What follows belongs to an exercise in optimizing a design on an open flow for small area, a short achievable clock period and few clock cycles; a production flow would make more cautious choices.
In this exercise RTL edits were held to simulation tests only and were not proved equivalent to the original.
Power is estimated from default activity; no workload was simulated.

==> flow/design.v (outline; a module is shown in full before it is edited, if it fits) <==
// module ms_alu: 552 lines
// module ms_lzc64: 38 lines
// module ms_funnel: 14 lines
// module ms_add: 44 lines
// module ms_inc: 33 lines
// module ms_booth8: 45 lines
module ms_alu (
    input  wire        clk,
    input  wire        rst,           
    input  wire        in_valid,
    output wire        in_ready,
    input  wire [7:0]  in_op,
    input  wire [63:0] in_a,
    input  wire [63:0] in_b,
    output reg         out_valid,
    output reg  [63:0] out_result,
    output reg  [3:0]  out_fault
);
  // ...
==> flow/flow/run.sh <==
#!/bin/bash
# The standard layout (its own synthesis, SDC and clock period, unchanged),
# with two knobs: port buffers are sky130 buf_2 cells instead of the default
# delay buffers, and timing repair aims for a setup slack above zero so the
# critical paths get sized and buffered.
set -euo pipefail
bash standard.sh 'BUFFER_PORTS_ARGS=-buffer_cell sky130_fd_sc_hd__buf_2' SETUP_SLACK_MARGIN=18.5 finish \
  > flow_standard.log 2>&1
==> flow/standard.sh <==
#!/bin/bash
# synth_recipe.tcl (not shown) runs the flow's synth.tcl, then flattens the netlist and writes it again
# the make line also repeats each setting of config.mk as NAME=value (left out here)
make -C /OpenROAD-flow-scripts/flow DESIGN_CONFIG=/design/flow/config.mk WORK_HOME=/design/flow/orfs CLKGATE_MAP_FILE= SYNTH_SCRIPT=/design/flow/synth_recipe.tcl "${@:-finish}"
==> flow/config.mk <==
export PLATFORM = sky130hd
export DESIGN_NAME = ms_alu
export DESIGN_NICKNAME = ms_alu
export VERILOG_FILES = /design/flow/design.v
export SDC_FILE = /design/flow/constraint.sdc
export NUM_CORES = 8
export LEC_CHECK = 0
export CAP_MARGIN = 20
export CORE_MARGIN = 2
export CORE_UTILIZATION = 40
export PLACE_DENSITY = 0.6
export SLEW_MARGIN = 20
==> flow/constraint.sdc <==
create_clock -name core_clock -period 25.0 [get_ports {clk}]
set_input_delay 5.0000 -clock core_clock [delete_from_list [all_inputs] [get_ports {clk}]]
set_output_delay 5.0000 -clock core_clock [all_outputs]
set_load 0.01 [all_outputs]
==> results.py, run 1 <==
metrics = {
    "status": {
        "status": "no timing/DRC/antenna violations",
    },
    "synth": {
        "synth.yosys.seq_area_share": 0.1258,
        "synthTopCellsByArea": "fa_1 13%, ha_1 11%, dfxtp_1 9.7%",
        "yosysMostFrequentCell": "inv_1",
    },
    "detailed_routing": {
        "met1Wirelength_mm": 172.5,
        "finalWirelength_mm": 471.9,
        "antenna_left": 0,
        "drc": 0,
        "post_drt_via_cell_ratio": 7.512,
    },
    "final_layout": {
        "layout_common_cells": "681 x inv_1, 648 x nand2_1, 570 x ha_1",
        "multi_input_area_um2": 53690,
        "largest_class": "multi-input combinational cells",
        "signal_buffers": 641,
        "layout_commonest_cell": "inv_1",
    },
    "setup_path": {
        "reg2reg_slack_ns": 18.12,
        "critPathMaxStageDelay_ns": 0.73,
        "worst_setup_path_start_kind": "register",
        "cp.required_ns": 25.57,
        "r2r_end": "a_q[35]",
    },
    "floorplanning": {
        "initial_core_util": 0.4037,
    },
    "clocking": {
        "cts_tree": "yes",
        "cts-root-buf": "clkbuf_16",
        "cts_max_level": 2,
        "cts-hold-fix-buffers": 0,
    },
    "timing": {
        "worstMarginPinSlew_ns": 1.413,
        "hold_violations": 0,
        "worst_slack_ns": 18.12,
        "max_slew_margin": 0.05790,
    },
    "place": {
        "place_ws_ns": 17.00,
        "place_area_um2": 71290,
    },
    "power_and_ir_drop": {
        "comb_power_share": 0.682,
        "p_seq_uw": 866,
        "fin_total_pwr_mw": 5.893,
    },
}
Testbench counts, summed over its fixed seeds: cycles 18,753.
==> module ms_funnel, before the edit <==
module ms_funnel (
    input  wire [63:0] hi,
    input  wire [63:0] lo,
    input  wire [5:0]  t,
    output wire [63:0] y
);
    wire [126:0] w0 = {hi, lo[63:1]};
    wire [94:0]  w1 = t[5] ? w0[94:0] : w0[126:32];
    wire [78:0]  w2 = t[4] ? w1[78:0] : w1[94:16];
    wire [70:0]  w3 = t[3] ? w2[70:0] : w2[78:8];
    wire [66:0]  w4 = t[2] ? w3[66:0] : w3[70:4];
    wire [64:0]  w5 = t[1] ? w4[64:0] : w4[66:2];
    assign y        = t[0] ? w5[63:0] : w5[64:1];
endmodule
==> run 2: changes to the inputs <==
--- a/flow/design.v
+++ b/flow/design.v
@@ -19,13 +19,16 @@
     localparam [7:0] OP_GEQF = 8'h26, OP_LEQF = 8'h27;
     localparam [7:0] OP_AND  = 8'h28, OP_OR   = 8'h29, OP_NOT  = 8'h2A;
     localparam [3:0] F_NONE = 4'd0, F_BADOP = 4'd2, F_ARITH = 4'd5, F_NONBOOL = 4'd15;
-    localparam integer T_ALIGN = 0,  T_FMT   = 1,  T_FADD = 2,  T_LZ    = 3,
-                       T_NRM   = 4,  T_DEN   = 5,  T_RND  = 6,  T_NEGB  = 7,
-                       T_MSTEP = 8,  T_CPA   = 9,  T_MFUN = 10, T_LZA   = 11,
-                       T_SHA   = 12, T_LZB   = 13, T_SHB  = 14, T_DSTEP = 15,
-                       T_DFIN  = 16, T_FQ    = 17, NT     = 18;
+    localparam integer T_ALIGN = 0,  T_FADD  = 1,  T_LZ    = 2,  T_NRM   = 3,
+                       T_DEN   = 4,  T_RND   = 5,  T_NEGB  = 6,  T_MSTEP = 7,
+                       T_CPA   = 8,  T_MFUN  = 9,  T_LZA   = 10, T_SHA   = 11,
+                       T_LZB   = 12, T_SHB   = 13, T_DSTEP = 14, T_DFIN  = 15,
+                       T_FIX1  = 16, T_DPRE  = 17, T_FIX2  = 18, T_SHQ   = 19,
+                       T_FA    = 20, T_SPEC  = 21, NT      = 22;
     reg [63:0] a_q, b_q, cv;
-    reg        rx;                  
+    reg [2:0]  wsx_q, wcx_q;        
+    reg        neg_q, rnz_q;        
+    reg [1:0]  sft_q;               
     reg [7:0]  op_q;
     reg        v_q;                 
     reg        rdy_q;
@@ -40,17 +43,20 @@
     reg        swp_q;               
     reg        ci_q;                
     reg [6:0]  lza_q;               
-    reg        odd_q;               
     reg [6:0]  ndk_q;               
     reg        ql_q;                
     reg        s64_q, c64_q;        
-    reg ax_en, ax_inv, by_b, by_c, by_c1, by_inv, add_ci;
+    reg ax_en, ax_inv, by_b, by_c, by_inv, add_ci;
+    reg axf_q, byf_q;               
     reg        hsb_q, lsa_q, fmh_q, fml_q, uh_q, ul_q, far_q;
     reg [6:0]  amt_q;
     reg        alg_q;               
+    reg        amsel_q;             
+    reg        sps_q, spe_q, spn_q, trp_q;    
     reg [11:0] exb_q;               
     reg [6:0]  amb_q;               
-    reg        lab_q, lba_q;        
+    reg        lfr_q;               
+    reg [2:0]  frac_q;              
     assign in_ready = rdy_q;
     wire accept   = rdy_q & in_valid;
     wire in_multi = (in_op[7:4] == 4'h0) && (in_op[3:0] >= 4'h3) && (in_op[3:0] <= 4'h8);
@@ -69,11 +75,12 @@
     wire b_inf  = eb_max & ~fb_nz;
     wire a_zero = ~ha & ~fa_nz;
     wire b_zero = ~hb & ~fb_nz;
-    wire [10:0] xa = ha ? ea : 11'd1;
-    wire [10:0] xb = hb ? eb : 11'd1;
-    wire [63:0] ax = (a_q & {64{ax_en}}) ^ {64{ax_inv}};
-    wire [63:0] by = ((b_q & {64{by_b}}) | (cv & {64{by_c}}) | ({1'b0, cv[63:1]} & {64{by_c1}}))
-                     ^ {64{by_inv}};
+    wire [10:0] xa = {ea[10:1], ea[0] | ~ha};      
+    wire [10:0] xb = {eb[10:1], eb[0] | ~hb};
+    wire [63:0] axs = axf_q ? {11'd0, ha, a_q[51:0]} : a_q;
+    wire [63:0] bys = byf_q ? {11'd0, hb, b_q[51:0]} : b_q;
+    wire [63:0] ax = (axs & {64{ax_en}}) ^ {64{ax_inv}};
+    wire [63:0] by = ((bys & {64{by_b}}) | (cv & {64{by_c}})) ^ {64{by_inv}};
     wire [63:0] add_o;
     wire        add_co, add_c63;
     ms_add #(.N(64), .L(6)) u_add (.a(ax), .b(by), .ci(add_ci), .s(add_o), .co(add_co), .cm(add_c63));
@@ -83,19 +90,27 @@
     ms_lzc64 u_lzc (.x(hsrc), .n(lzc));
     wire [63:0] hfm = fmh_q ? {11'd0, |hsrc[62:52], hsrc[51:0]} : hsrc;
     wire [63:0] lfm = fml_q ? {11'd0, |lsrc[62:52], lsrc[51:0]} : lsrc;
-    wire        alft = swp_q ? lba_q : lab_q;
-    wire        uh = uh_q & (~alg_q | alft);
-    wire        ul = ul_q & (~alg_q | ~alft);
-    wire [6:0]  amt = (alg_q & swp_q) ? amb_q : amt_q;
-    wire [63:0] hi_v = hfm & {64{uh}};
-    wire [63:0] lo_v = lfm & {64{ul}};
+    wire [6:0]  amt  = amsel_q ? amb_q : amt_q;
+    wire [63:0] hi_v = hfm & {64{uh_q}};
+    wire [63:0] lo_v = lfr_q ? {frac_q, 61'd0} : (lfm & {64{ul_q}});
     wire [63:0] fun;
-    ms_funnel u_fun (.hi(hi_v), .lo(lo_v), .t(amt[5:0]), .y(fun));
+    wire [2:0]  funx;
+    ms_funnel u_fun (.hi(hi_v), .lo(lo_v), .t(amt[5:0]), .y(fun), .yx(funx));
     wire [63:0] sh_o   = far_q ? 64'd0 : (amt[6] ? lo_v : fun);
-    wire [6:0]  keep   = 7'd64 - amt;                      
-    wire [63:0] lmask  = ~({64{1'b1}} << keep);
-    wire        sh_lost = far_q ? (|lo_v) : (|(lo_v & lmask));
-    wire [63:0] sh_ost = {sh_o[63:1], sh_o[0] | sh_lost};
+    wire [2:0]  shx    = (far_q | amt[6]) ? 3'd0 : funx;      
+    wire [6:0]  keep3  = (amt > 7'd61) ? 7'd0 : (7'd61 - amt);
+    wire [63:0] lmask  = ~({64{1'b1}} << keep3);
+    wire        lost3  = far_q ? (|lo_v) : (|(lo_v & lmask));
+    wire        sh_lost = lost3 | (|shx);
+    wire [63:0] sh_ost = {sh_o[63:1], sh_o[0] | sh_lost | (c_divf & rnz_q & st[T_NRM])};
+    wire [2:0]  grs    = {shx[2], shx[1], shx[0] | lost3};
+    wire [63:0] fn_lo = c_fadd ? {frac_q, 61'd0} : b_q;
+    wire        fn10  = add_o[53];
+    wire        fn11  = ~add_o[53] & add_o[52];
+    wire [63:0] fn_o  = fn10 ? {add_o[53:0], fn_lo[63:54]} :
+                        fn11 ? {add_o[52:0], fn_lo[63:53]} : {add_o[51:0], fn_lo[63:52]};
+    wire        fn_st = fn10 ? (|fn_lo[53:0]) : fn11 ? (|fn_lo[52:0]) : (|fn_lo[51:0]);
+    wire        fn_ok = |add_o[53:51];
     wire [72:0] bo_s, bo_c;
     ms_booth8 u_mul (.s({s64_q, a_q}), .c({c64_q, cv}), .m(out_result), .q(b_q[7:0]), .ql(ql_q),
                      .so(bo_s), .co(bo_c));
@@ -110,24 +125,13 @@
     endgenerate
     wire [3:0] ndig = (b_q == 64'd0) ? 4'd0 : bz[1] ? 4'd1 : bz[2] ? 4'd2 : bz[3] ? 4'd3 :
                       bz[4] ? 4'd4 : bz[5] ? 4'd5 : bz[6] ? 4'd6 : bz[7] ? 4'd7 : 4'd8;
-    wire [65:0] r2x  = {rx, a_q, 1'b0};
-    wire [65:0] dnx  = ~{2'b00, b_q};
-    wire [65:0] d2nx = ~{1'b0, b_q, 1'b0};
-    wire [65:0] t1;
-    wire        t1_co;
-    ms_add #(.N(66), .L(7)) u_sub2 (.a(r2x), .b(dnx), .ci(1'b1), .s(t1), .co(t1_co), .cm());
-    wire [65:0] c3s = r2x ^ dnx ^ d2nx;
-    wire [65:0] c3c = {((r2x[64:0] & dnx[64:0]) | (r2x[64:0] & d2nx[64:0]) | (dnx[64:0] & d2nx[64:0])), 1'b1};
-    wire [65:0] t3;
-    wire        t3_co;
-    ms_add #(.N(66), .L(7)) u_sub3 (.a(c3s), .b(c3c), .ci(1'b1), .s(t3), .co(t3_co), .cm());
-    wire        ge2 = rx | add_co;             
-    wire        ge1 = t1_co;                   
-    wire        ge3 = t3_co;                   
-    wire [1:0]  dk  = {ge2, ge2 ? ge3 : ge1};
-    wire [63:0] dsel = ge2 ? (ge3 ? t3[63:0] : {add_o[62:0], 1'b0})
-                           : (ge1 ? t1[63:0] : r2x[63:0]);
-    wire        rem_nz = rx | (|a_q);
+    wire [66:0] ws2, wc2;
+    wire [2:0]  dq;                            
+    ms_srt_step u_srt (.ws({wsx_q, a_q}), .wc({wcx_q, b_q}), .d(out_result),
+                       .wso(ws2), .wco(wc2), .q(dq));
+    wire [1:0]  dq2   = dq[2] ? (2'd0 - dq[1:0]) : dq[1:0];
+    wire [63:0] q_upd = {((dq[2] & |dq[1:0]) ? add_o[61:0] : cv[61:0]), dq2};
+    wire [2:0]  r_hi  = wsx_q + wcx_q + {2'b00, add_co};
     wire        rd_up  = b_q[10] & (b_q[11] | (|b_q[9:0]));
     wire [10:0] rd_e   = b_q[63] ? ex_q[10:0] : 11'd0;
     wire [62:0] rd_mag;
@@ -203,26 +207,28 @@
     wire        swp = m_lt;
     wire [10:0] dab = xa - xb;
     wire [10:0] dba = xb - xa;
-    wire        lft_ab = (dab <= 11'd10);
-    wire        lft_ba = (dba <= 11'd10);
-    wire [6:0]  amt_ab = lft_ab ? (7'd10 - dab[6:0]) : (dab > 11'd73) ? 7'd0 : (7'd74 - dab[6:0]);
-    wire [6:0]  amt_ba = lft_ba ? (7'd10 - dba[6:0]) : (dba > 11'd73) ? 7'd0 : (7'd74 - dba[6:0]);
-    wire signed [13:0] xa1 = $signed({3'd0, xa}) + 14'sd1;
-    wire signed [13:0] xb1 = $signed({3'd0, xb}) + 14'sd1;
+    wire [6:0]  amt_ab = (dab > 11'd63) ? 7'd0 : (7'd64 - {1'b0, dab[5:0]});
+    wire [6:0]  amt_ba = (dba > 11'd63) ? 7'd0 : (7'd64 - {1'b0, dba[5:0]});
+    wire signed [13:0] xa1 = $signed({3'd0, xa}) + 14'sd11;
+    wire signed [13:0] xb1 = $signed({3'd0, xb}) + 14'sd11;
     wire idiv_trap = (b_q == 64'd0) ||
                      ((a_q == 64'h8000_0000_0000_0000) && (b_q == 64'hFFFF_FFFF_FFFF_FFFF));
     wire signed [7:0] nq = {1'b0, lzc} - {1'b0, lza_q};    
+    wire [6:0]  nc = (nq[6:0] + 7'd3) >> 1;                 
     wire signed [13:0] lzc_s  = {7'd0, lzc};
     wire signed [13:0] e_norm = ex_q - lzc_s;
     reg [NT-1:0] st_n;
     reg        fin, set_rdy;
-    reg        a_add, a_sh, a_cs, a_dv, a_fm, a_clr, a_orst, a_bias, a_flip;
-    reg        b_add, b_sh, b_cs, b_fm;
+    reg        a_add, a_sh, a_cs, a_dv, a_fm, a_clr, a_orst, a_bias, a_flip, b_dv;
+    reg        b_add, b_sh, b_cs, b_fm, b_fn;
     reg        c_cs, c_dv, c_clr;
+    reg        b_clr;
     reg        r_add, r_sh, r_rd, r_fm, r_misc;
     reg        m_s, m_e, m_n, m_b0;
     reg [3:0]  f_n;
-    reg        rx_n, sg_n, eff_n, zs_n, swp_n, ci_n, den_n, odd_n, mlo_n;
+    reg        sg_n, eff_n, zs_n, swp_n, ci_n, den_n, mlo_n, neg_n, rnz_n;
+    reg [1:0]  sft_n;
+    reg [2:0]  wsx_n, wcx_n;
     reg [6:0]  cnt_n, tgt_n, amt_n, lza_n, ndk_n;
     reg signed [13:0] ex_n;
     reg        mlo_q;               
@@ -230,24 +236,24 @@
     reg [11:0] exb_n;
     reg        ql_n;
     reg [6:0]  amb_n;
-    reg        lab_n, lba_n;
-    wire signed [13:0] ex_m3 = ex_q - 14'sd14, ex_m4 = ex_q - 14'sd15;
+    reg [2:0]  frac_n;
     wire signed [13:0] ex_m8 = ex_q - 14'sd8, ex_m9 = ex_q - 14'sd9;
-    wire den_m3 = ex_q < 14'sd15, den_m4 = ex_q < 14'sd16;
     wire den_m8 = ex_q < 14'sd9, den_m9 = ex_q < 14'sd10;
+    wire signed [13:0] ex_m10 = ex_q - 14'sd10, ex_m11 = ex_q - 14'sd11, ex_m12 = ex_q - 14'sd12;
+    wire den_m10 = ex_q < 14'sd11, den_m11 = ex_q < 14'sd12, den_m12 = ex_q < 14'sd13;
     always @* begin
         st_n = {NT{1'b0}}; fin = 1'b0; set_rdy = 1'b0;
         a_add = 1'b0; a_sh = 1'b0; a_cs = 1'b0; a_dv = 1'b0; a_fm = 1'b0; a_clr = 1'b0; a_orst = 1'b0;
-        a_bias = 1'b0; a_flip = 1'b0;
-        b_add = 1'b0; b_sh = 1'b0; b_cs = 1'b0; b_fm = 1'b0;
-        c_cs = 1'b0; c_dv = 1'b0; c_clr = 1'b0;
+        a_bias = 1'b0; a_flip = 1'b0; b_dv = 1'b0;
+        b_add = 1'b0; b_sh = 1'b0; b_cs = 1'b0; b_fm = 1'b0; b_fn = 1'b0;
+        c_cs = 1'b0; c_dv = 1'b0; c_clr = 1'b0; b_clr = 1'b0;
         r_add = 1'b0; r_sh = 1'b0; r_rd = 1'b0; r_fm = 1'b0; r_misc = 1'b0;
         m_s = 1'b0; m_e = 1'b0; m_n = 1'b0; m_b0 = 1'b0;
         f_n = out_fault;
-        rx_n = rx; sg_n = sg_q; eff_n = eff_q; zs_n = zs_q; swp_n = swp_q; ci_n = ci_q;
-        den_n = den_q; odd_n = odd_q; mlo_n = mlo_q; nrm_n = nrm_q;
+        sg_n = sg_q; neg_n = neg_q; rnz_n = rnz_q; sft_n = sft_q; wsx_n = wsx_q; wcx_n = wcx_q; eff_n = eff_q; zs_n = zs_q; swp_n = swp_q; ci_n = ci_q;
+        den_n = den_q; mlo_n = mlo_q; nrm_n = nrm_q;
         ql_n = ql_q;
-        exb_n = exb_q; amb_n = amb_q; lab_n = lab_q; lba_n = lba_q;
+        exb_n = exb_q; amb_n = amb_q; frac_n = frac_q;
         cnt_n = cnt; tgt_n = tgt; amt_n = amt_q; lza_n = lza_q; ndk_n = ndk_q; ex_n = ex_q;
         if (e0) begin
             cnt_n = 7'd0;
@@ -259,39 +265,30 @@
                 if (ndig == 4'd0) st_n[T_CPA] = 1'b1;
                 else st_n[T_MSTEP] = 1'b1;
             end else if (c_div) begin
-                if (idiv_trap) begin
-                    fin = 1'b1; r_misc = 1'b1; f_n = F_ARITH;
-                end else begin
-                    a_add = 1'b1;                    
-                    sg_n = sa ^ sb; rx_n = 1'b0; c_clr = 1'b1;
-                    if (sb) st_n[T_NEGB] = 1'b1;
-                    else    st_n[T_LZA] = 1'b1;
-                end
+                a_add = 1'b1;                        
+                sg_n = sa ^ sb;
+                if (!sa) begin lza_n = lzc; amt_n = lzc; end    
+                if (idiv_trap) begin st_n[T_SPEC] = 1'b1; set_rdy = 1'b1; end
+                else if (sb) st_n[T_NEGB] = 1'b1;
+                else if (sa) st_n[T_LZA] = 1'b1;
+                else st_n[T_SHA] = 1'b1;
             end else if (c_mulf) begin
-                if (spec) begin
-                    fin = 1'b1; r_misc = 1'b1; m_s = sp_s; m_e = sp_e; m_n = sp_n; f_n = F_NONE;
-                end else begin
-                    r_fm = 1'b1; b_fm = 1'b1;
-                    a_bias = 1'b1; c_clr = 1'b1; ci_n = 1'b0; ql_n = 1'b0;
-                    ex_n = $signed({3'd0, xa}) + $signed({3'd0, xb}) - 14'sd1008;
-                    sg_n = sa ^ sb; tgt_n = NF; mlo_n = 1'b1; nrm_n = ha & hb;
-                    st_n[T_MSTEP] = 1'b1;
-                end
+                r_fm = 1'b1; b_fm = 1'b1;
+                a_bias = 1'b1; c_clr = 1'b1; ci_n = 1'b0; ql_n = 1'b0;
+                ex_n = $signed({3'd0, xa}) + $signed({3'd0, xb}) - 14'sd1012;
+                sg_n = sa ^ sb; tgt_n = NF; mlo_n = 1'b1; nrm_n = ha & hb;
+                if (spec) begin st_n[T_SPEC] = 1'b1; set_rdy = 1'b1; end
+                else st_n[T_MSTEP] = 1'b1;
             end else if (c_divf) begin
-                if (spec) begin
-                    fin = 1'b1; r_misc = 1'b1; m_s = sp_s; m_e = sp_e; m_n = sp_n; f_n = F_NONE;
-                end else begin
-                    a_fm = 1'b1; b_fm = 1'b1;
-                    rx_n = 1'b0; c_clr = 1'b1;
-                    ex_n = $signed({3'd0, xa}) - $signed({3'd0, xb}) + 14'sd1031;
-                    sg_n = sa ^ sb; tgt_n = 7'd28; mlo_n = 1'b0;
-                    if (!ha)      st_n[T_LZA] = 1'b1;
-                    else if (!hb) st_n[T_LZB] = 1'b1;
-                    else          st_n[T_DSTEP] = 1'b1;
-                end
+                b_sh = 1'b1;                         
+                ex_n = $signed({3'd0, xa}) - $signed({3'd0, xb}) + 14'sd1032;
+                sg_n = sa ^ sb; tgt_n = 7'd28; mlo_n = 1'b0;
+                if (spec) begin st_n[T_SPEC] = 1'b1; set_rdy = 1'b1; end
+                else if (hb) st_n[T_FA] = 1'b1;
+                else st_n[T_LZB] = 1'b1;
             end else if (c_fadd) begin
                 if (spec) begin
-                    fin = 1'b1; r_misc = 1'b1; m_s = sp_s; m_e = sp_e; m_n = sp_n; f_n = F_NONE;
+                    st_n[T_SPEC] = 1'b1; set_rdy = 1'b1;
                 end else begin
                     swp_n = swp;
                     ex_n  = xa1;
@@ -301,8 +298,6 @@
                     zs_n  = sa & sbe;
                     amt_n = amt_ab;
                     amb_n = amt_ba;
-                    lab_n = lft_ab;
-                    lba_n = lft_ba;
                     mlo_n = 1'b0;
                     st_n[T_ALIGN] = 1'b1;
                 end
@@ -315,22 +310,27 @@
         if (st[T_ALIGN]) begin
             if (swp_q) a_sh = 1'b1; else b_sh = 1'b1;
             if (swp_q) ex_n = {2'b00, exb_q};
-            amt_n = 7'd10;
-            st_n[T_FMT] = 1'b1;
-        end
-        if (st[T_FMT]) begin
-            if (swp_q) b_sh = 1'b1; else a_sh = 1'b1;
+            frac_n = eff_q ? (3'd0 - grs) : grs;
             st_n[T_FADD] = 1'b1;
         end
         if (st[T_FADD]) begin
             a_add = 1'b1;
-            st_n[T_LZ] = 1'b1;
+            if (fn_ok) begin                         
+                b_fn  = 1'b1;
+                ex_n  = fn10 ? ex_m10 : fn11 ? ex_m11 : ex_m12;
+                if (fn10 ? den_m10 : fn11 ? den_m11 : den_m12) st_n[T_DPRE] = 1'b1;
+                else begin st_n[T_RND] = 1'b1; set_rdy = 1'b1; end
+            end else st_n[T_LZ] = 1'b1;
+        end
+        if (st[T_DPRE]) begin                        
+            amt_n = 7'd63 + ex_q[6:0];
+            st_n[T_DEN] = 1'b1;
         end
         if (st[T_LZ]) begin
             amt_n = lzc;
             ex_n  = e_norm;
             den_n = (e_norm < 14'sd1);
-            if (c_fadd && (lzc == 7'd64)) begin
+            if (c_fadd && (lzc == 7'd64) && (frac_q == 3'd0)) begin
                 fin = 1'b1; r_misc = 1'b1; m_s = zs_q; f_n = F_NONE;
             end else st_n[T_NRM] = 1'b1;
         end
@@ -345,12 +345,17 @@
             ex_n = 14'sd1;
             st_n[T_RND] = 1'b1; set_rdy = 1'b1;
         end
+        if (st[T_SPEC]) begin                        
+            fin = 1'b1; r_misc = 1'b1; m_s = sps_q; m_e = spe_q; m_n = spn_q;
+            f_n = trp_q ? F_ARITH : F_NONE;
+        end
         if (st[T_RND]) begin
             fin = 1'b1; r_rd = 1'b1; f_n = F_NONE;
         end
         if (st[T_NEGB]) begin
             b_add = 1'b1;                            
-            st_n[T_LZA] = 1'b1;
+            if (~sg_q) begin lza_n = lzc; amt_n = lzc; end    
+            st_n[T_SHA] = 1'b1;
         end
         if (st[T_MSTEP]) begin
             a_cs = 1'b1; c_cs = 1'b1; b_cs = 1'b1;
@@ -364,71 +369,98 @@
             a_add = 1'b1;                            
             if (c_mul) begin amt_n = ndk_q; st_n[T_MFUN] = 1'b1; set_rdy = 1'b1; end
             else if (nrm_q) begin                   
-                amt_n = add_o[49] ? 7'd14 : 7'd15;
-                ex_n  = add_o[49] ? ex_m3 : ex_m4;
-                den_n = add_o[49] ? den_m3 : den_m4;
-                st_n[T_NRM] = 1'b1;
+                b_fn = 1'b1;
+                ex_n = fn10 ? ex_m10 : ex_m11;
+                if (fn10 ? den_m10 : den_m11) st_n[T_DPRE] = 1'b1;
+                else begin st_n[T_RND] = 1'b1; set_rdy = 1'b1; end
             end else st_n[T_LZ] = 1'b1;
         end
         if (st[T_MFUN]) begin
             fin = 1'b1; r_sh = 1'b1; f_n = F_NONE;
         end
         if (st[T_LZA]) begin
-            amt_n = c_divf ? (lzc - 7'd11) : lzc;
+            amt_n = lzc;
             lza_n = lzc;
-            if (c_divf) ex_n = ex_q - lzc_s + 14'sd11;
+            if (c_divf) ex_n = ex_q - lzc_s;
             st_n[T_SHA] = 1'b1;
         end
         if (st[T_SHA]) begin
             a_sh = 1'b1;
-            if (c_div || !b_q[52]) st_n[T_LZB] = 1'b1;
+            if (c_div) st_n[T_LZB] = 1'b1;
             else st_n[T_DSTEP] = 1'b1;
         end
         if (st[T_LZB]) begin
-            amt_n = c_divf ? (lzc - 7'd11) : lzc;
+            amt_n = lzc;
             if (c_divf) begin
-                ex_n = ex_q + lzc_s - 14'sd11;
+                ex_n = ex_q + lzc_s;
                 st_n[T_SHB] = 1'b1;
-            end else if (nq < 0) begin
+            end else if (nq < 0) begin              
                 fin = 1'b1; r_misc = 1'b1; f_n = F_NONE;
+            end else if (nq == 8'sd63) begin        
+                fin = 1'b1; r_misc = 1'b1; m_s = 1'b1; f_n = F_NONE;
             end else begin
-                tgt_n = (nq[6:0] + 7'd2) >> 1;
-                odd_n = ~nq[0];
+                tgt_n = nc;
+                sft_n = {1'b0, nq[0]};               
                 st_n[T_SHB] = 1'b1;
             end
         end
         if (st[T_SHB]) begin
-            b_sh = 1'b1;
-            st_n[T_DSTEP] = 1'b1;
+            if (c_div) begin                         
+                r_sh = 1'b1; b_clr = 1'b1; c_clr = 1'b1; wsx_n = 3'd0; wcx_n = 3'd0;
+                st_n[T_DSTEP] = 1'b1;
+            end else begin
+                b_sh = 1'b1; amt_n = 7'd11;
+                st_n[T_FA] = 1'b1;
+            end
+        end
+        if (st[T_FA]) begin                          
+            a_sh = 1'b1; r_add = 1'b1; b_clr = 1'b1; c_clr = 1'b1; wsx_n = 3'd0; wcx_n = 3'd0;
+            if (ha) st_n[T_DSTEP] = 1'b1;
+            else    st_n[T_LZA] = 1'b1;
         end
         if (st[T_DSTEP]) begin
-            a_dv = 1'b1; c_dv = 1'b1;
-            rx_n = dsel[63];
+            a_dv = 1'b1; b_dv = 1'b1; c_dv = 1'b1;
+            wsx_n = ws2[66:64]; wcx_n = wc2[66:64];
             cnt_n = cnt + 7'd1;
-            if (cnt + 7'd1 == tgt) begin
-                if (c_div) begin st_n[T_DFIN] = 1'b1; set_rdy = 1'b1; end
-                else st_n[T_FQ] = 1'b1;
-            end else st_n[T_DSTEP] = 1'b1;
+            if (cnt + 7'd1 == tgt) st_n[T_FIX1] = 1'b1;
+            else st_n[T_DSTEP] = 1'b1;
+        end
+        if (st[T_FIX1]) begin                        
+            neg_n = r_hi[2];
+            rnz_n = (|add_o) | (|r_hi);
+            st_n[T_FIX2] = 1'b1;
+        end
+        if (st[T_FIX2]) begin                        
+            a_add = 1'b1;
+            if (c_divf) begin                        
+                amt_n = add_o[54] ? 7'd9 : 7'd10;
+                ex_n  = add_o[54] ? ex_m9 : ex_m10;
+                den_n = add_o[54] ? den_m9 : den_m10;
+                st_n[T_NRM] = 1'b1;
+            end else if (sft_q != 2'd0) begin
+                amt_n = 7'd64 - {5'd0, sft_q};
+                st_n[T_SHQ] = 1'b1;
+            end else begin
+                st_n[T_DFIN] = 1'b1; set_rdy = 1'b1;
+            end
+        end
+        if (st[T_SHQ]) begin                         
+            a_sh = 1'b1;
+            st_n[T_DFIN] = 1'b1; set_rdy = 1'b1;
         end
         if (st[T_DFIN]) begin
             fin = 1'b1; r_add = 1'b1; f_n = F_NONE;
         end
-        if (st[T_FQ]) begin                          
-            a_add = 1'b1; a_orst = 1'b1;
-            amt_n = cv[55] ? 7'd8 : 7'd9;            
-            ex_n  = cv[55] ? ex_m8 : ex_m9;
-            den_n = cv[55] ? den_m8 : den_m9;
-            st_n[T_NRM] = 1'b1;
-        end
         if (fin) set_rdy = 1'b1;
     end
-    reg axe_n, axi_n, byb_n, byc_n, byc1_n, byi_n, aci_n;
-    reg uh_n, ul_n, hsb_n, lsa_n, fmh_n, fml_n, far_n, alg_n;
+    reg axe_n, axi_n, byb_n, byc_n, byi_n, aci_n;
+    reg uh_n, ul_n, hsb_n, lsa_n, fmh_n, fml_n, far_n, alg_n, lfr_n, axf_n, byf_n, amsel_n;
     always @* begin
-        alg_n = 1'b0;
-        axe_n = 1'b0; axi_n = 1'b0; byb_n = 1'b0; byc_n = 1'b0; byc1_n = 1'b0; byi_n = 1'b0; aci_n = 1'b0;
+        alg_n = 1'b0; lfr_n = 1'b0; axf_n = 1'b0; byf_n = 1'b0; amsel_n = 1'b0;
+        axe_n = 1'b0; axi_n = 1'b0; byb_n = 1'b0; byc_n = 1'b0; byi_n = 1'b0; aci_n = 1'b0;
         uh_n = 1'b0; ul_n = 1'b0; hsb_n = 1'b0; lsa_n = 1'b0; fmh_n = 1'b0; fml_n = 1'b0; far_n = 1'b0;
         if (accept) begin
+            if (in_op == OP_DIVF) begin uh_n = 1'b1; hsb_n = 1'b1; fmh_n = 1'b1; end
             if (in_op == OP_MUL) begin
                 axe_n = 1'b1;
             end else if (in_op == OP_DIV) begin
@@ -439,49 +471,54 @@
         end else begin
             if (st_n[T_NEGB])  begin byb_n = 1'b1; byi_n = 1'b1; aci_n = 1'b1; end
             if (st_n[T_FADD])  begin
-                axe_n = 1'b1; byb_n = 1'b1; aci_n = eff_q;
+                axe_n = 1'b1; byb_n = 1'b1; aci_n = eff_q & (grs == 3'd0);
                 axi_n = swp_q & eff_q; byi_n = ~swp_q & eff_q;
+                axf_n = ~swp_q; byf_n = swp_q;
             end
             if (st_n[T_CPA])   begin axe_n = 1'b1; byc_n = 1'b1; aci_n = ci_n; end
-            if (st_n[T_DSTEP]) begin axe_n = 1'b1; byb_n = 1'b1; byi_n = 1'b1; aci_n = 1'b1; end
-            if (st_n[T_DFIN])  begin byc_n = ~odd_n; byc1_n = odd_n; byi_n = sg_q; aci_n = sg_q; end
-            if (st_n[T_FQ])    begin byc_n = 1'b1; end
+            if (st_n[T_DSTEP]) begin axi_n = 1'b1; byc_n = 1'b1; end           
+            if (st_n[T_FIX1])  begin axe_n = 1'b1; byb_n = 1'b1; end           
+            if (st_n[T_FIX2])  begin axi_n = neg_n; byc_n = 1'b1; end          
+            if (st_n[T_DFIN])  begin axe_n = 1'b1; axi_n = sg_q; aci_n = sg_q; end
+            if (st_n[T_FA])    begin byb_n = 1'b1; end                         
             if (st_n[T_ALIGN]) begin
-                uh_n = 1'b1; ul_n = 1'b1;           
-                hsb_n = ~swp; lsa_n = swp; fmh_n = 1'b1; fml_n = 1'b1; alg_n = 1'b1;
+                ul_n = 1'b1; lsa_n = swp; fml_n = 1'b1; alg_n = 1'b1; amsel_n = swp;
             end
-            if (st_n[T_FMT])   begin uh_n = 1'b1; hsb_n = swp_q; fmh_n = 1'b1; end
             if (st_n[T_LZB])   hsb_n = 1'b1;
-            if (st_n[T_NRM])   begin uh_n = 1'b1; ul_n = mlo_q; end
+            if (st_n[T_NRM])   begin uh_n = 1'b1; ul_n = mlo_q; lfr_n = c_fadd; end
             if (st_n[T_DEN])   begin ul_n = 1'b1; far_n = (ex_q < -14'sd62); end
             if (st_n[T_MFUN])  begin uh_n = 1'b1; ul_n = 1'b1; end
             if (st_n[T_SHA])   uh_n = 1'b1;
+            if (st_n[T_FA])    begin uh_n = 1'b1; fmh_n = 1'b1; end           
+            if (st_n[T_SHQ])   begin ul_n = 1'b1; lsa_n = 1'b1; end
             if (st_n[T_SHB])   begin uh_n = 1'b1; hsb_n = 1'b1; end
         end
     end
     wire a_hold = ~(a_add | a_sh | a_cs | a_dv | a_fm | a_clr | a_bias);
-    wire b_hold = ~(b_add | b_sh | b_cs | b_fm);
+    wire b_hold = ~(b_add | b_sh | b_cs | b_fm | b_fn | b_dv | b_clr);
     wire c_hold = ~(c_cs | c_dv | c_clr);
     wire r_hold = ~(r_add | r_sh | r_rd | r_fm | r_misc);
     wire [63:0] a_n = ({64{a_hold}} & a_q)
-                    | ({64{a_add}}  & {add_o[63] ^ a_flip, add_o[62:1], add_o[0] | (a_orst & rem_nz)})
-                    | ({64{a_sh}}   & sh_ost)
+                    | ({64{a_add}}  & {add_o[63] ^ a_flip, add_o[62:0]})
+                    | ({64{a_sh}}   & ((alg_q | st[T_SHQ]) ? sh_o : sh_ost))
                     | ({64{a_cs}}   & bo_s[71:8])
-                    | ({64{a_dv}}   & {dsel[62:0], 1'b0})
+                    | ({64{a_dv}}   & ws2[63:0])
                     | ({64{a_fm}}   & {11'd0, ha, a_q[51:0]});
     wire [63:0] b_n = ({64{b_hold}} & b_q)
                     | ({64{b_add}}  & add_o)
-                    | ({64{b_sh}}   & sh_ost)
+                    | ({64{b_sh}}   & (alg_q ? sh_o : sh_ost))
                     | ({64{b_cs}}   & {lowsum[7:0], b_q[63:8]})
-                    | ({64{b_fm}}   & {11'd0, hb, b_q[51:0]});
+                    | ({64{b_fm}}   & {11'd0, hb, b_q[51:0]})
+                    | ({64{b_fn}}   & {fn_o[63:1], fn_o[0] | fn_st})
+                    | ({64{b_dv}}   & wc2[63:0]);
     wire [63:0] c_n = ({64{c_hold}} & cv)
                     | ({64{c_cs}}   & bo_c[71:8])
-                    | ({64{c_dv}}   & {cv[61:0], dk});
+                    | ({64{c_dv}}   & q_upd);
     wire [63:0] r_n = ({64{r_hold}} & out_result)
                     | ({64{r_add}}  & add_o)
                     | ({64{r_sh}}   & sh_o)
                     | ({64{r_rd}}   & rd_res)
-                    | ({64{r_fm}}   & {11'd0, ha, a_q[51:0]})
+                    | ({64{r_fm}}   & {7'd0, ha, a_q[51:0], 4'd0})
                     | ({64{r_misc}} & {m_s, {11{m_e}}, m_n, 50'd0, m_b0});
     always @(posedge clk) begin
         if (rst) begin
@@ -510,14 +547,17 @@
         cv         <= c_n;
         out_result <= r_n;
         out_fault  <= f_n;
-        rx    <= rx_n;
+        wsx_q <= wsx_n;
+        wcx_q <= wcx_n;
+        neg_q <= neg_n;
+        rnz_q <= rnz_n;
+        sft_q <= sft_n;
         sg_q  <= sg_n;
         eff_q <= eff_n;
         zs_q  <= zs_n;
         swp_q <= swp_n;
         ci_q  <= ci_n;
         den_q <= den_n;
-        odd_q <= odd_n;
         mlo_q <= mlo_n;
         nrm_q <= nrm_n;
         ql_q  <= ql_n;
@@ -525,7 +565,7 @@
         c64_q <= a_cs & bo_c[72];
         cnt   <= cnt_n;
         tgt   <= tgt_n;
-        amt_q <= amt_n;
+        amt_q <= (accept && in_op == OP_DIVF) ? 7'd11 : amt_n;
         lza_q <= lza_n;
         ndk_q <= ndk_n;
         ex_q  <= ex_n;
@@ -533,7 +573,6 @@
         ax_inv <= axi_n;
         by_b   <= byb_n;
         by_c   <= byc_n;
-        by_c1  <= byc1_n;
         by_inv <= byi_n;
         add_ci <= aci_n;
         uh_q  <= uh_n;
@@ -544,10 +583,19 @@
         fml_q <= fml_n;
         far_q <= far_n;
         alg_q <= alg_n;
+        amsel_q <= amsel_n;
+        if (e0) begin                                
+            sps_q <= c_div ? 1'b0 : sp_s;
+            spe_q <= c_div ? 1'b0 : sp_e;
+            spn_q <= c_div ? 1'b0 : sp_n;
+            trp_q <= c_div;
+        end
+        lfr_q <= lfr_n;
+        axf_q <= axf_n;
+        byf_q <= byf_n;
+        frac_q <= frac_n;
         exb_q <= exb_n;
         amb_q <= amb_n;
-        lab_q <= lab_n;
-        lba_q <= lba_n;
     end
 endmodule
 module ms_lzc64 (
@@ -592,15 +640,18 @@
     input  wire [63:0] hi,
     input  wire [63:0] lo,
     input  wire [5:0]  t,
-    output wire [63:0] y
+    output wire [63:0] y,
+    output wire [2:0]  yx
 );
-    wire [126:0] w0 = {hi, lo[63:1]};
-    wire [94:0]  w1 = t[5] ? w0[94:0] : w0[126:32];
-    wire [78:0]  w2 = t[4] ? w1[78:0] : w1[94:16];
-    wire [70:0]  w3 = t[3] ? w2[70:0] : w2[78:8];
-    wire [66:0]  w4 = t[2] ? w3[66:0] : w3[70:4];
-    wire [64:0]  w5 = t[1] ? w4[64:0] : w4[66:2];
-    assign y        = t[0] ? w5[63:0] : w5[64:1];
+    wire [129:0] w0 = {hi, lo, 2'b00};
+    wire [97:0]  w1 = t[5] ? w0[97:0] : w0[129:32];
+    wire [81:0]  w2 = t[4] ? w1[81:0] : w1[97:16];
+    wire [73:0]  w3 = t[3] ? w2[73:0] : w2[81:8];
+    wire [69:0]  w4 = t[2] ? w3[69:0] : w3[73:4];
+    wire [67:0]  w5 = t[1] ? w4[67:0] : w4[69:2];
+    wire [66:0]  w6 = t[0] ? w5[66:0] : w5[67:1];
+    assign y  = w6[66:3];
+    assign yx = w6[2:0];
 endmodule
 module ms_add #(parameter N = 64, parameter L = 6) (     
     input  wire [N-1:0] a,
@@ -724,3 +775,492 @@
     assign so = s4 ^ c4 ^ kr;
     assign co = ((s4 & c4) | (s4 & kr) | (c4 & kr)) << 1;
 endmodule
+module ms_srt_step (
+    input  wire [66:0] ws,
+    input  wire [66:0] wc,
+    input  wire [63:0] d,
+    output wire [66:0] wso,
+    output wire [66:0] wco,
+    output wire [2:0]  q
+);
+    wire [6:0] y = ws[66:60] + wc[66:60];        
+    ms_qsl u_qsl (.dh(d[62:60]), .y(y), .q(q));
+    wire pos = ~q[2] & (q[1] | q[0]);
+    wire [68:0] d1 = {3'b000, d, 2'b00};
+    wire [68:0] d2 = {2'b00, d, 3'b000};
+    wire [68:0] mg = ({69{q[0]}} & d1) | ({69{q[1]}} & d2);
+    wire [68:0] m  = mg ^ {69{pos}};                  
+    wire [68:0] s4 = {ws, 2'b00};
+    wire [68:0] c4 = {wc, 1'b0, pos};
+    wire [68:0] s  = s4 ^ c4 ^ m;
+    wire [68:0] c  = ((s4 & c4) | (s4 & m) | (c4 & m)) << 1;
+    assign wso = s[66:0];
+    assign wco = c[66:0];
+endmodule
+module ms_qsl (
+    input  wire [2:0] dh,
+    input  wire [6:0] y,
+    output reg  [2:0] q
+);
+    always @* begin
+        case ({dh, y})
+            10'b000_0000100: q = 3'b001;
+            10'b000_0000101: q = 3'b001;
+            10'b000_0000110: q = 3'b001;
+            10'b000_0000111: q = 3'b001;
+            10'b000_0001000: q = 3'b001;
+            10'b000_0001001: q = 3'b001;
+            10'b000_0001010: q = 3'b001;
+            10'b000_0001011: q = 3'b001;
+            10'b000_0001100: q = 3'b010;
+            10'b000_0001101: q = 3'b010;
+            10'b000_0001110: q = 3'b010;
+            10'b000_0001111: q = 3'b010;
+            10'b000_0010000: q = 3'b010;
+            10'b000_0010001: q = 3'b010;
+            10'b000_0010010: q = 3'b010;
+            10'b000_0010011: q = 3'b010;
+            10'b000_0010100: q = 3'b010;
+            10'b000_0010101: q = 3'b010;
+            10'b000_0010110: q = 3'b010;
+            10'b000_0010111: q = 3'b010;
+            10'b000_0011000: q = 3'b010;
+            10'b000_1100110: q = 3'b110;
+            10'b000_1100111: q = 3'b110;
+            10'b000_1101000: q = 3'b110;
+            10'b000_1101001: q = 3'b110;
+            10'b000_1101010: q = 3'b110;
+            10'b000_1101011: q = 3'b110;
+            10'b000_1101100: q = 3'b110;
+            10'b000_1101101: q = 3'b110;
+            10'b000_1101110: q = 3'b110;
+            10'b000_1101111: q = 3'b110;
+            10'b000_1110000: q = 3'b110;
+            10'b000_1110001: q = 3'b110;
+            10'b000_1110010: q = 3'b110;
+            10'b000_1110011: q = 3'b101;
+            10'b000_1110100: q = 3'b101;
+            10'b000_1110101: q = 3'b101;
+            10'b000_1110110: q = 3'b101;
+            10'b000_1110111: q = 3'b101;
+            10'b000_1111000: q = 3'b101;
+            10'b000_1111001: q = 3'b101;
+            10'b000_1111010: q = 3'b101;
+            10'b001_0000100: q = 3'b001;
+            10'b001_0000101: q = 3'b001;
+            10'b001_0000110: q = 3'b001;
+            10'b001_0000111: q = 3'b001;
+            10'b001_0001000: q = 3'b001;
+            10'b001_0001001: q = 3'b001;
+            10'b001_0001010: q = 3'b001;
+            10'b001_0001011: q = 3'b001;
+            10'b001_0001100: q = 3'b001;
+            10'b001_0001101: q = 3'b001;
+            10'b001_0001110: q = 3'b010;
+            10'b001_0001111: q = 3'b010;
+            10'b001_0010000: q = 3'b010;
+            10'b001_0010001: q = 3'b010;
+            10'b001_0010010: q = 3'b010;
+            10'b001_0010011: q = 3'b010;
+            10'b001_0010100: q = 3'b010;
+            10'b001_0010101: q = 3'b010;
+            10'b001_0010110: q = 3'b010;
+            10'b001_0010111: q = 3'b010;
+            10'b001_0011000: q = 3'b010;
+            10'b001_0011001: q = 3'b010;
+            10'b001_0011010: q = 3'b010;
+            10'b001_1100100: q = 3'b110;
+            10'b001_1100101: q = 3'b110;
+            10'b001_1100110: q = 3'b110;
+            10'b001_1100111: q = 3'b110;
+            10'b001_1101000: q = 3'b110;
+            10'b001_1101001: q = 3'b110;
+            10'b001_1101010: q = 3'b110;
+            10'b001_1101011: q = 3'b110;
+            10'b001_1101100: q = 3'b110;
+            10'b001_1101101: q = 3'b110;
+            10'b001_1101110: q = 3'b110;
+            10'b001_1101111: q = 3'b110;
+            10'b001_1110000: q = 3'b110;
+            10'b001_1110001: q = 3'b101;
+            10'b001_1110010: q = 3'b101;
+            10'b001_1110011: q = 3'b101;
+            10'b001_1110100: q = 3'b101;
+            10'b001_1110101: q = 3'b101;
+            10'b001_1110110: q = 3'b101;
+            10'b001_1110111: q = 3'b101;
+            10'b001_1111000: q = 3'b101;
+            10'b001_1111001: q = 3'b101;
+            10'b001_1111010: q = 3'b101;
+            10'b010_0000101: q = 3'b001;
+            10'b010_0000110: q = 3'b001;
+            10'b010_0000111: q = 3'b001;
+            10'b010_0001000: q = 3'b001;
+            10'b010_0001001: q = 3'b001;
+            10'b010_0001010: q = 3'b001;
+            10'b010_0001011: q = 3'b001;
+            10'b010_0001100: q = 3'b001;
+            10'b010_0001101: q = 3'b001;
+            10'b010_0001110: q = 3'b001;
+            10'b010_0001111: q = 3'b010;
+            10'b010_0010000: q = 3'b010;
+            10'b010_0010001: q = 3'b010;
+            10'b010_0010010: q = 3'b010;
+            10'b010_0010011: q = 3'b010;
+            10'b010_0010100: q = 3'b010;
+            10'b010_0010101: q = 3'b010;
+            10'b010_0010110: q = 3'b010;
+            10'b010_0010111: q = 3'b010;
+            10'b010_0011000: q = 3'b010;
+            10'b010_0011001: q = 3'b010;
+            10'b010_0011010: q = 3'b010;
+            10'b010_0011011: q = 3'b010;
+            10'b010_0011100: q = 3'b010;
+            10'b010_0011101: q = 3'b010;
+            10'b010_1100001: q = 3'b110;
+            10'b010_1100010: q = 3'b110;
+            10'b010_1100011: q = 3'b110;
+            10'b010_1100100: q = 3'b110;
+            10'b010_1100101: q = 3'b110;
+            10'b010_1100110: q = 3'b110;
+            10'b010_1100111: q = 3'b110;
+            10'b010_1101000: q = 3'b110;
+            10'b010_1101001: q = 3'b110;
+            10'b010_1101010: q = 3'b110;
+            10'b010_1101011: q = 3'b110;
+            10'b010_1101100: q = 3'b110;
+            10'b010_1101101: q = 3'b110;
+            10'b010_1101110: q = 3'b110;
+            10'b010_1101111: q = 3'b110;
+            10'b010_1110000: q = 3'b101;
+            10'b010_1110001: q = 3'b101;
+            10'b010_1110010: q = 3'b101;
+            10'b010_1110011: q = 3'b101;
+            10'b010_1110100: q = 3'b101;
+            10'b010_1110101: q = 3'b101;
+            10'b010_1110110: q = 3'b101;
+            10'b010_1110111: q = 3'b101;
+            10'b010_1111000: q = 3'b101;
+            10'b010_1111001: q = 3'b101;
+            10'b011_0000101: q = 3'b001;
+            10'b011_0000110: q = 3'b001;
+            10'b011_0000111: q = 3'b001;
+            10'b011_0001000: q = 3'b001;
+            10'b011_0001001: q = 3'b001;
+            10'b011_0001010: q = 3'b001;
+            10'b011_0001011: q = 3'b001;
+            10'b011_0001100: q = 3'b001;
+            10'b011_0001101: q = 3'b001;
+            10'b011_0001110: q = 3'b001;
+            10'b011_0001111: q = 3'b001;
+            10'b011_0010000: q = 3'b001;
+            10'b011_0010001: q = 3'b010;
+            10'b011_0010010: q = 3'b010;
+            10'b011_0010011: q = 3'b010;
+            10'b011_0010100: q = 3'b010;
+            10'b011_0010101: q = 3'b010;
+            10'b011_0010110: q = 3'b010;
+            10'b011_0010111: q = 3'b010;
+            10'b011_0011000: q = 3'b010;
+            10'b011_0011001: q = 3'b010;
+            10'b011_0011010: q = 3'b010;
+            10'b011_0011011: q = 3'b010;
+            10'b011_0011100: q = 3'b010;
+            10'b011_0011101: q = 3'b010;
+            10'b011_0011110: q = 3'b010;
+            10'b011_0011111: q = 3'b010;
+            10'b011_0100000: q = 3'b010;
+            10'b011_1011110: q = 3'b110;
+            10'b011_1011111: q = 3'b110;
+            10'b011_1100000: q = 3'b110;
+            10'b011_1100001: q = 3'b110;
+            10'b011_1100010: q = 3'b110;
+            10'b011_1100011: q = 3'b110;
+            10'b011_1100100: q = 3'b110;
+            10'b011_1100101: q = 3'b110;
+            10'b011_1100110: q = 3'b110;
+            10'b011_1100111: q = 3'b110;
+            10'b011_1101000: q = 3'b110;
+            10'b011_1101001: q = 3'b110;
+            10'b011_1101010: q = 3'b110;
+            10'b011_1101011: q = 3'b110;
+            10'b011_1101100: q = 3'b110;
+            10'b011_1101101: q = 3'b110;
+            10'b011_1101110: q = 3'b101;
+            10'b011_1101111: q = 3'b101;
+            10'b011_1110000: q = 3'b101;
+            10'b011_1110001: q = 3'b101;
+            10'b011_1110010: q = 3'b101;
+            10'b011_1110011: q = 3'b101;
+            10'b011_1110100: q = 3'b101;
+            10'b011_1110101: q = 3'b101;
+            10'b011_1110110: q = 3'b101;
+            10'b011_1110111: q = 3'b101;
+            10'b011_1111000: q = 3'b101;
+            10'b011_1111001: q = 3'b101;
+            10'b100_0000110: q = 3'b001;
+            10'b100_0000111: q = 3'b001;
+            10'b100_0001000: q = 3'b001;
+            10'b100_0001001: q = 3'b001;
+            10'b100_0001010: q = 3'b001;
+            10'b100_0001011: q = 3'b001;
+            10'b100_0001100: q = 3'b001;
+            10'b100_0001101: q = 3'b001;
+            10'b100_0001110: q = 3'b001;
+            10'b100_0001111: q = 3'b001;
+            10'b100_0010000: q = 3'b001;
+            10'b100_0010001: q = 3'b001;
+            10'b100_0010010: q = 3'b010;
+            10'b100_0010011: q = 3'b010;
+            10'b100_0010100: q = 3'b010;
+            10'b100_0010101: q = 3'b010;
+            10'b100_0010110: q = 3'b010;
+            10'b100_0010111: q = 3'b010;
+            10'b100_0011000: q = 3'b010;
+            10'b100_0011001: q = 3'b010;
+            10'b100_0011010: q = 3'b010;
+            10'b100_0011011: q = 3'b010;
+            10'b100_0011100: q = 3'b010;
+            10'b100_0011101: q = 3'b010;
+            10'b100_0011110: q = 3'b010;
+            10'b100_0011111: q = 3'b010;
+            10'b100_0100000: q = 3'b010;
+            10'b100_0100001: q = 3'b010;
+            10'b100_0100010: q = 3'b010;
+            10'b100_1011100: q = 3'b110;
+            10'b100_1011101: q = 3'b110;
+            10'b100_1011110: q = 3'b110;
+            10'b100_1011111: q = 3'b110;
+            10'b100_1100000: q = 3'b110;
+            10'b100_1100001: q = 3'b110;
+            10'b100_1100010: q = 3'b110;
+            10'b100_1100011: q = 3'b110;
+            10'b100_1100100: q = 3'b110;
+            10'b100_1100101: q = 3'b110;
+            10'b100_1100110: q = 3'b110;
+            10'b100_1100111: q = 3'b110;
+            10'b100_1101000: q = 3'b110;
+            10'b100_1101001: q = 3'b110;
+            10'b100_1101010: q = 3'b110;
+            10'b100_1101011: q = 3'b110;
+            10'b100_1101100: q = 3'b110;
+            10'b100_1101101: q = 3'b101;
+            10'b100_1101110: q = 3'b101;
+            10'b100_1101111: q = 3'b101;
+            10'b100_1110000: q = 3'b101;
+            10'b100_1110001: q = 3'b101;
+            10'b100_1110010: q = 3'b101;
+            10'b100_1110011: q = 3'b101;
+            10'b100_1110100: q = 3'b101;
+            10'b100_1110101: q = 3'b101;
+            10'b100_1110110: q = 3'b101;
+            10'b100_1110111: q = 3'b101;
+            10'b100_1111000: q = 3'b101;
+            10'b101_0000110: q = 3'b001;
+            10'b101_0000111: q = 3'b001;
+            10'b101_0001000: q = 3'b001;
+            10'b101_0001001: q = 3'b001;
+            10'b101_0001010: q = 3'b001;
+            10'b101_0001011: q = 3'b001;
+            10'b101_0001100: q = 3'b001;
+            10'b101_0001101: q = 3'b001;
+            10'b101_0001110: q = 3'b001;
+            10'b101_0001111: q = 3'b001;
+            10'b101_0010000: q = 3'b001;
+            10'b101_0010001: q = 3'b001;
+            10'b101_0010010: q = 3'b001;
+            10'b101_0010011: q = 3'b001;
+            10'b101_0010100: q = 3'b010;
+            10'b101_0010101: q = 3'b010;
+            10'b101_0010110: q = 3'b010;
+            10'b101_0010111: q = 3'b010;
+            10'b101_0011000: q = 3'b010;
+            10'b101_0011001: q = 3'b010;
+            10'b101_0011010: q = 3'b010;
+            10'b101_0011011: q = 3'b010;
+            10'b101_0011100: q = 3'b010;
+            10'b101_0011101: q = 3'b010;
+            10'b101_0011110: q = 3'b010;
+            10'b101_0011111: q = 3'b010;
+            10'b101_0100000: q = 3'b010;
+            10'b101_0100001: q = 3'b010;
+            10'b101_0100010: q = 3'b010;
+            10'b101_0100011: q = 3'b010;
+            10'b101_0100100: q = 3'b010;
+            10'b101_0100101: q = 3'b010;
+            10'b101_1011001: q = 3'b110;
+            10'b101_1011010: q = 3'b110;
+            10'b101_1011011: q = 3'b110;
+            10'b101_1011100: q = 3'b110;
+            10'b101_1011101: q = 3'b110;
+            10'b101_1011110: q = 3'b110;
+            10'b101_1011111: q = 3'b110;
+            10'b101_1100000: q = 3'b110;
+            10'b101_1100001: q = 3'b110;
+            10'b101_1100010: q = 3'b110;
+            10'b101_1100011: q = 3'b110;
+            10'b101_1100100: q = 3'b110;
+            10'b101_1100101: q = 3'b110;
+            10'b101_1100110: q = 3'b110;
+            10'b101_1100111: q = 3'b110;
+            10'b101_1101000: q = 3'b110;
+            10'b101_1101001: q = 3'b110;
+            10'b101_1101010: q = 3'b110;
+            10'b101_1101011: q = 3'b101;
+            10'b101_1101100: q = 3'b101;
+            10'b101_1101101: q = 3'b101;
+            10'b101_1101110: q = 3'b101;
+            10'b101_1101111: q = 3'b101;
+            10'b101_1110000: q = 3'b101;
+            10'b101_1110001: q = 3'b101;
+            10'b101_1110010: q = 3'b101;
+            10'b101_1110011: q = 3'b101;
+            10'b101_1110100: q = 3'b101;
+            10'b101_1110101: q = 3'b101;
+            10'b101_1110110: q = 3'b101;
+            10'b101_1110111: q = 3'b101;
+            10'b101_1111000: q = 3'b101;
+            10'b110_0000111: q = 3'b001;
+            10'b110_0001000: q = 3'b001;
+            10'b110_0001001: q = 3'b001;
+            10'b110_0001010: q = 3'b001;
+            10'b110_0001011: q = 3'b001;
+            10'b110_0001100: q = 3'b001;
+            10'b110_0001101: q = 3'b001;
+            10'b110_0001110: q = 3'b001;
+            10'b110_0001111: q = 3'b001;
+            10'b110_0010000: q = 3'b001;
+            10'b110_0010001: q = 3'b001;
+            10'b110_0010010: q = 3'b001;
+            10'b110_0010011: q = 3'b001;
+            10'b110_0010100: q = 3'b001;
+            10'b110_0010101: q = 3'b010;
+            10'b110_0010110: q = 3'b010;
+            10'b110_0010111: q = 3'b010;
+            10'b110_0011000: q = 3'b010;
+            10'b110_0011001: q = 3'b010;
+            10'b110_0011010: q = 3'b010;
+            10'b110_0011011: q = 3'b010;
+            10'b110_0011100: q = 3'b010;
+            10'b110_0011101: q = 3'b010;
+            10'b110_0011110: q = 3'b010;
+            10'b110_0011111: q = 3'b010;
+            10'b110_0100000: q = 3'b010;
+            10'b110_0100001: q = 3'b010;
+            10'b110_0100010: q = 3'b010;
+            10'b110_0100011: q = 3'b010;
+            10'b110_0100100: q = 3'b010;
+            10'b110_0100101: q = 3'b010;
+            10'b110_0100110: q = 3'b010;
+            10'b110_0100111: q = 3'b010;
+            10'b110_0101000: q = 3'b010;
+            10'b110_1010110: q = 3'b110;
+            10'b110_1010111: q = 3'b110;
+            10'b110_1011000: q = 3'b110;
+            10'b110_1011001: q = 3'b110;
+            10'b110_1011010: q = 3'b110;
+            10'b110_1011011: q = 3'b110;
+            10'b110_1011100: q = 3'b110;
+            10'b110_1011101: q = 3'b110;
+            10'b110_1011110: q = 3'b110;
+            10'b110_1011111: q = 3'b110;
+            10'b110_1100000: q = 3'b110;
+            10'b110_1100001: q = 3'b110;
+            10'b110_1100010: q = 3'b110;
+            10'b110_1100011: q = 3'b110;
+            10'b110_1100100: q = 3'b110;
+            10'b110_1100101: q = 3'b110;
+            10'b110_1100110: q = 3'b110;
+            10'b110_1100111: q = 3'b110;
+            10'b110_1101000: q = 3'b110;
+            10'b110_1101001: q = 3'b110;
+            10'b110_1101010: q = 3'b101;
+            10'b110_1101011: q = 3'b101;
+            10'b110_1101100: q = 3'b101;
+            10'b110_1101101: q = 3'b101;
+            10'b110_1101110: q = 3'b101;
+            10'b110_1101111: q = 3'b101;
+            10'b110_1110000: q = 3'b101;
+            10'b110_1110001: q = 3'b101;
+            10'b110_1110010: q = 3'b101;
+            10'b110_1110011: q = 3'b101;
+            10'b110_1110100: q = 3'b101;
+            10'b110_1110101: q = 3'b101;
+            10'b110_1110110: q = 3'b101;
+            10'b110_1110111: q = 3'b101;
+            10'b111_0000111: q = 3'b001;
+            10'b111_0001000: q = 3'b001;
+            10'b111_0001001: q = 3'b001;
+            10'b111_0001010: q = 3'b001;
+            10'b111_0001011: q = 3'b001;
+            10'b111_0001100: q = 3'b001;
+            10'b111_0001101: q = 3'b001;
+            10'b111_0001110: q = 3'b001;
+            10'b111_0001111: q = 3'b001;
+            10'b111_0010000: q = 3'b001;
+            10'b111_0010001: q = 3'b001;
+            10'b111_0010010: q = 3'b001;
+            10'b111_0010011: q = 3'b001;
+            10'b111_0010100: q = 3'b001;
+            10'b111_0010101: q = 3'b001;
+            10'b111_0010110: q = 3'b001;
+            10'b111_0010111: q = 3'b010;
+            10'b111_0011000: q = 3'b010;
+            10'b111_0011001: q = 3'b010;
+            10'b111_0011010: q = 3'b010;
+            10'b111_0011011: q = 3'b010;
+            10'b111_0011100: q = 3'b010;
+            10'b111_0011101: q = 3'b010;
+            10'b111_0011110: q = 3'b010;
+            10'b111_0011111: q = 3'b010;
+            10'b111_0100000: q = 3'b010;
+            10'b111_0100001: q = 3'b010;
+            10'b111_0100010: q = 3'b010;
+            10'b111_0100011: q = 3'b010;
+            10'b111_0100100: q = 3'b010;
+            10'b111_0100101: q = 3'b010;
+            10'b111_0100110: q = 3'b010;
+            10'b111_0100111: q = 3'b010;
+            10'b111_0101000: q = 3'b010;
+            10'b111_0101001: q = 3'b010;
+            10'b111_0101010: q = 3'b010;
+            10'b111_1010100: q = 3'b110;
+            10'b111_1010101: q = 3'b110;
+            10'b111_1010110: q = 3'b110;
+            10'b111_1010111: q = 3'b110;
+            10'b111_1011000: q = 3'b110;
+            10'b111_1011001: q = 3'b110;
+            10'b111_1011010: q = 3'b110;
+            10'b111_1011011: q = 3'b110;
+            10'b111_1011100: q = 3'b110;
+            10'b111_1011101: q = 3'b110;
+            10'b111_1011110: q = 3'b110;
+            10'b111_1011111: q = 3'b110;
+            10'b111_1100000: q = 3'b110;
+            10'b111_1100001: q = 3'b110;
+            10'b111_1100010: q = 3'b110;
+            10'b111_1100011: q = 3'b110;
+            10'b111_1100100: q = 3'b110;
+            10'b111_1100101: q = 3'b110;
+            10'b111_1100110: q = 3'b110;
+            10'b111_1100111: q = 3'b110;
+            10'b111_1101000: q = 3'b101;
+            10'b111_1101001: q = 3'b101;
+            10'b111_1101010: q = 3'b101;
+            10'b111_1101011: q = 3'b101;
+            10'b111_1101100: q = 3'b101;
+            10'b111_1101101: q = 3'b101;
+            10'b111_1101110: q = 3'b101;
+            10'b111_1101111: q = 3'b101;
+            10'b111_1110000: q = 3'b101;
+            10'b111_1110001: q = 3'b101;
+            10'b111_1110010: q = 3'b101;
+            10'b111_1110011: q = 3'b101;
+            10'b111_1110100: q = 3'b101;
+            10'b111_1110101: q = 3'b101;
+            10'b111_1110110: q = 3'b101;
+            10'b111_1110111: q = 3'b101;
+            default: q = 3'b000;
+        endcase
+    end
+endmodule
==> flow/flow/run.sh (replaced) <==
#!/bin/bash
# The standard layout (its own synthesis, SDC and clock period, unchanged),
# with two knobs: port buffers are sky130 buf_2 cells instead of the default
# delay buffers, and timing repair aims for a setup slack above zero so the
# critical paths get sized and buffered.
set -euo pipefail
bash standard.sh 'BUFFER_PORTS_ARGS=-buffer_cell sky130_fd_sc_hd__buf_2' SETUP_SLACK_MARGIN=19 finish \
  > flow_standard.log 2>&1
==> results.py, run 2 <==
metrics = {
    "status": {
        "status": "no timing/DRC/antenna violations",
    },
    "floorplanning": {
        "die_h_um": 404.8,
        "die-area_um2": 163900,
        "die-width_um": 404.8,
        "initial_core_util": 0.4016,
        "ios": 209,
        "core-area_um2": 160000,
        "std_cell_rows": 147,
    },
    "synth": {
        "yosysTopAreaCell": "fa_1",
        "async_flop_share": 0,
        "synth.yosys.seq_area_share": 0.1368,
        "synthTopCellsByArea": "fa_1 11%, dfxtp_1 11%, ha_1 8.2%",
        "synthTopCellsByCount": "691 x inv_1, 664 x nand2_1, 543 x clkbuf_1",
        "synth_top_area_frac": 0.1128,
        "synthFlopType": "dfxtp_1",
        "synth_edf_count": 66,
        "synth_cells": 8200,
        "syn_area_um2": 64260,
        "syn_avg_cell_area_um2": 7.836,
        "yosysUniqueCellTypes": 115,
        "yosysMostFrequentCell": "inv_1",
        "synth_seq_cells": 406,
        "syn_nets": 9124,
        "yosysWarnings": 5,
    },
    "detailed_routing": {
        "antenna_left": 0,
        "drt_iter0_drc": 14030,
        "drc": 0,
        "via_count": 77470,
        "wl_met2_mm": 174.5,
        "met1Wirelength_mm": 171.0,
        "avgRoutedWirePerCell_um": 43.64,
        "finalWirelength_mm": 461.2,
        "wl_met3_mm": 75.83,
        "post_drt_via_cell_ratio": 7.331,
        "dr.pass1.iters": 14,
        "maxUsedRoutingLayer": "met5",
    },
    "setup_path": {
        "timing.rr.start": "b_q[59]",
        "critPathKind": "register to register",
        "cp.required_ns": 25.46,
        "worstSetupEndpointType": "register",
        "arrival_ns": 7.18,
        "worst_setup_path_start_kind": "register",
        "path_common_cell": "nand4_1",
        "critPathMaxStageDelay_ns": 0.77,
        "crit_fanout": 6,
        "cp_slowest_cell": "or4_4",
        "critPathLaunch": "b_q[59]",
        "critical_path.cell_chain": "inv_1 -> ha_1 -> and3_1 -> nand4_1 -> nand2_1 -> o21ai_4 -> a22oi_1 -> xnor2_1 -> ha_1 -> a21o_1 -> a21o_1 -> a21oi_1 -> nor2_1 -> a211oi_2 -> o31a_1 -> fa_2 -> nand4_1 -> nor4_2 -> nand4_1 -> or4_4",
        "cp.buffers_inverters": 1,
        "crit_family": "simple AND/OR/NAND/NOR gates",
    },
    "timing": {
        "whs_ns": 0.4411,
        "hold_violations": 0,
        "period_share": 0.2688,
        "fmax_mhz": 148.8,
        "slew_viol_final": 0,
        "setup_viol": 0,
        "skew_ns": 0.08385,
        "worstMarginPinSlew_ns": 1.399,
        "min_period_ns": 6.720,
        "rsz0062_at_grt": "yes",
        "max_slew_margin": 0.06540,
        "tns_ns": 0,
        "worst_slack_ns": 18.28,
    },
    "power_and_ir_drop": {
        "p_leak_nw": 30.71,
        "ir_worst_vdd_mv": 0.1442,
        "pwr_density_cell_nw_per_um2": 82.73,
        "fin_total_pwr_mw": 6.382,
    },
    "clocking": {
        "clock-sinks": 406,
        "cts_tree": "yes",
        "cts_buffers": 59,
        "clock_latency_ns": 0.78,
        "clk_pin_slew_ns": 0.07,
        "clock_path_buffers": 3,
        "cts_max_level": 2,
        "cts-root-buf": "clkbuf_16",
    },
    "flow_run": {
        "cap_viol_max_count": 0,
    },
    "final_layout": {
        "drive_gt1_frac": 0.1956,
        "layout_commonest_cell": "inv_1",
        "syn_to_final_growth_pct": 20.05,
        "nNetsFinal": 9320,
        "layout_common_cells": "678 x inv_1, 655 x nand2_1, 538 x buf_4",
    },
    "grt": {
        "globalRouteOverflowTotal": 0,
        "grt_pass1_vias": 72030,
        "grt_usage": 0.5372,
        "grt_pass1_wl_mm": 612.8,
        "grt_max_degree": 66,
        "antenna_found_initial": 57,
    },
    "hold_path": {
        "hp-start": "tgt[6]",
        "hold_path_class": "register to register",
    },
    "place": {
        "port_buffers": 208,
        "gp_congestion": 1.120,
        "place_ws_ns": 14.81,
        "dpl.hpwl_mm": 327.3,
    },
}
-- run 2: layout make-up --
| cell class | count | area, um^2 |
|---|---|---|
| clock buffers | 80 | 1677 |
| repair buffers | 893 | 8398 |
| multi-input cells | 6333 | 52120 |
| clock inverters | 31 | 459.2 |
| fillers | 15740 | 82870 |
| diodes | 36 | 90.09 |
| well taps | 2086 | 2610 |
| flip-flops and latches | 406 | 9074 |
| inverters | 703 | 2713 |
-- run 2: final timing paths --
path	to	slack, ns	cells after the start
worst max register to register	rnz_q	18.28	20
worst min-delay path	tgt[6]	0.44	2
worst min register to register	tgt[6]	0.44	2
worst max-delay path	rnz_q	18.28	20
-- run 2: worst register-to-register path, cell delays in order, from the launching register on --
cell	delay, ns
dfxtp_1	0.31
inv_1	0.52
ha_1	0.27
and3_1	0.18
nand4_1	0.19
nand2_1	0.21
o21ai_4	0.13
a22oi_1	0.21
xnor2_1	0.13
ha_1	0.25
a21o_1	0.19
a21o_1	0.17
a21oi_1	0.20
nor2_1	0.09
a211oi_2	0.28
o31a_1	0.25
fa_2	0.23
nand4_1	0.71
nor4_2	0.52
nand4_1	0.59
or4_4	0.77
-- run 2: logic make-up (layout without fill, tap and decap cells) --
| kind of cell | count (synthesis) | count (layout) | share of synthesized area |
|---|---|---|---|
| mux | 389 | 389 | 0.06533 |
| fa+ha+maj | 785 | 785 | 0.1951 |
| other cells | 0 | 36 | 0 |
| flops | 406 | 406 | 0.1368 |
| buf+inv | 1467 | 1707 | 0.09058 |
| xor+xnor | 670 | 670 | 0.09144 |
| compound gates | 2575 | 2575 | 0.2794 |
| simple gates | 1908 | 1914 | 0.1413 |
-- run 2: timing repair --
item                       in CTS  in global routing
buffers inserted              173                 82
setup endpoints to repair     379                311
pin swaps                      85                134
hold buffers                    0                  0
gates resized for setup       588                305
cloned                         25                 13
-- run 2: power by group --
group,switching (mW),leakage (nW),internal [mW]
registers,0.160,3.53,0.745
logic,3.00,26.2,1.50
clock network,0.413,1.03,0.565
total,3.57,30.7,2.81
-- run 2: per-stage QoR --
stage          std cells  utilization  area, um^2
2_1_floorplan       8200            -       64290
3_3_place_gp       10120       0.4256       68100
3_5_place_dp       10130       0.4259       68150
4_1_cts            10430       0.4673       74770
5_1_grt            10540       0.4816       77070
6_report           10570       0.4821       77140
-- run 2: layer usage --
metal  up-vias  track usage
li1      30100            -
met1     38320       0.6706
met2      7072       0.7185
met3      1938       0.2717
met4        52       0.3402
met5         -      0.02171
Testbench counts of run 2, summed over its fixed seeds: cycles 17,446.
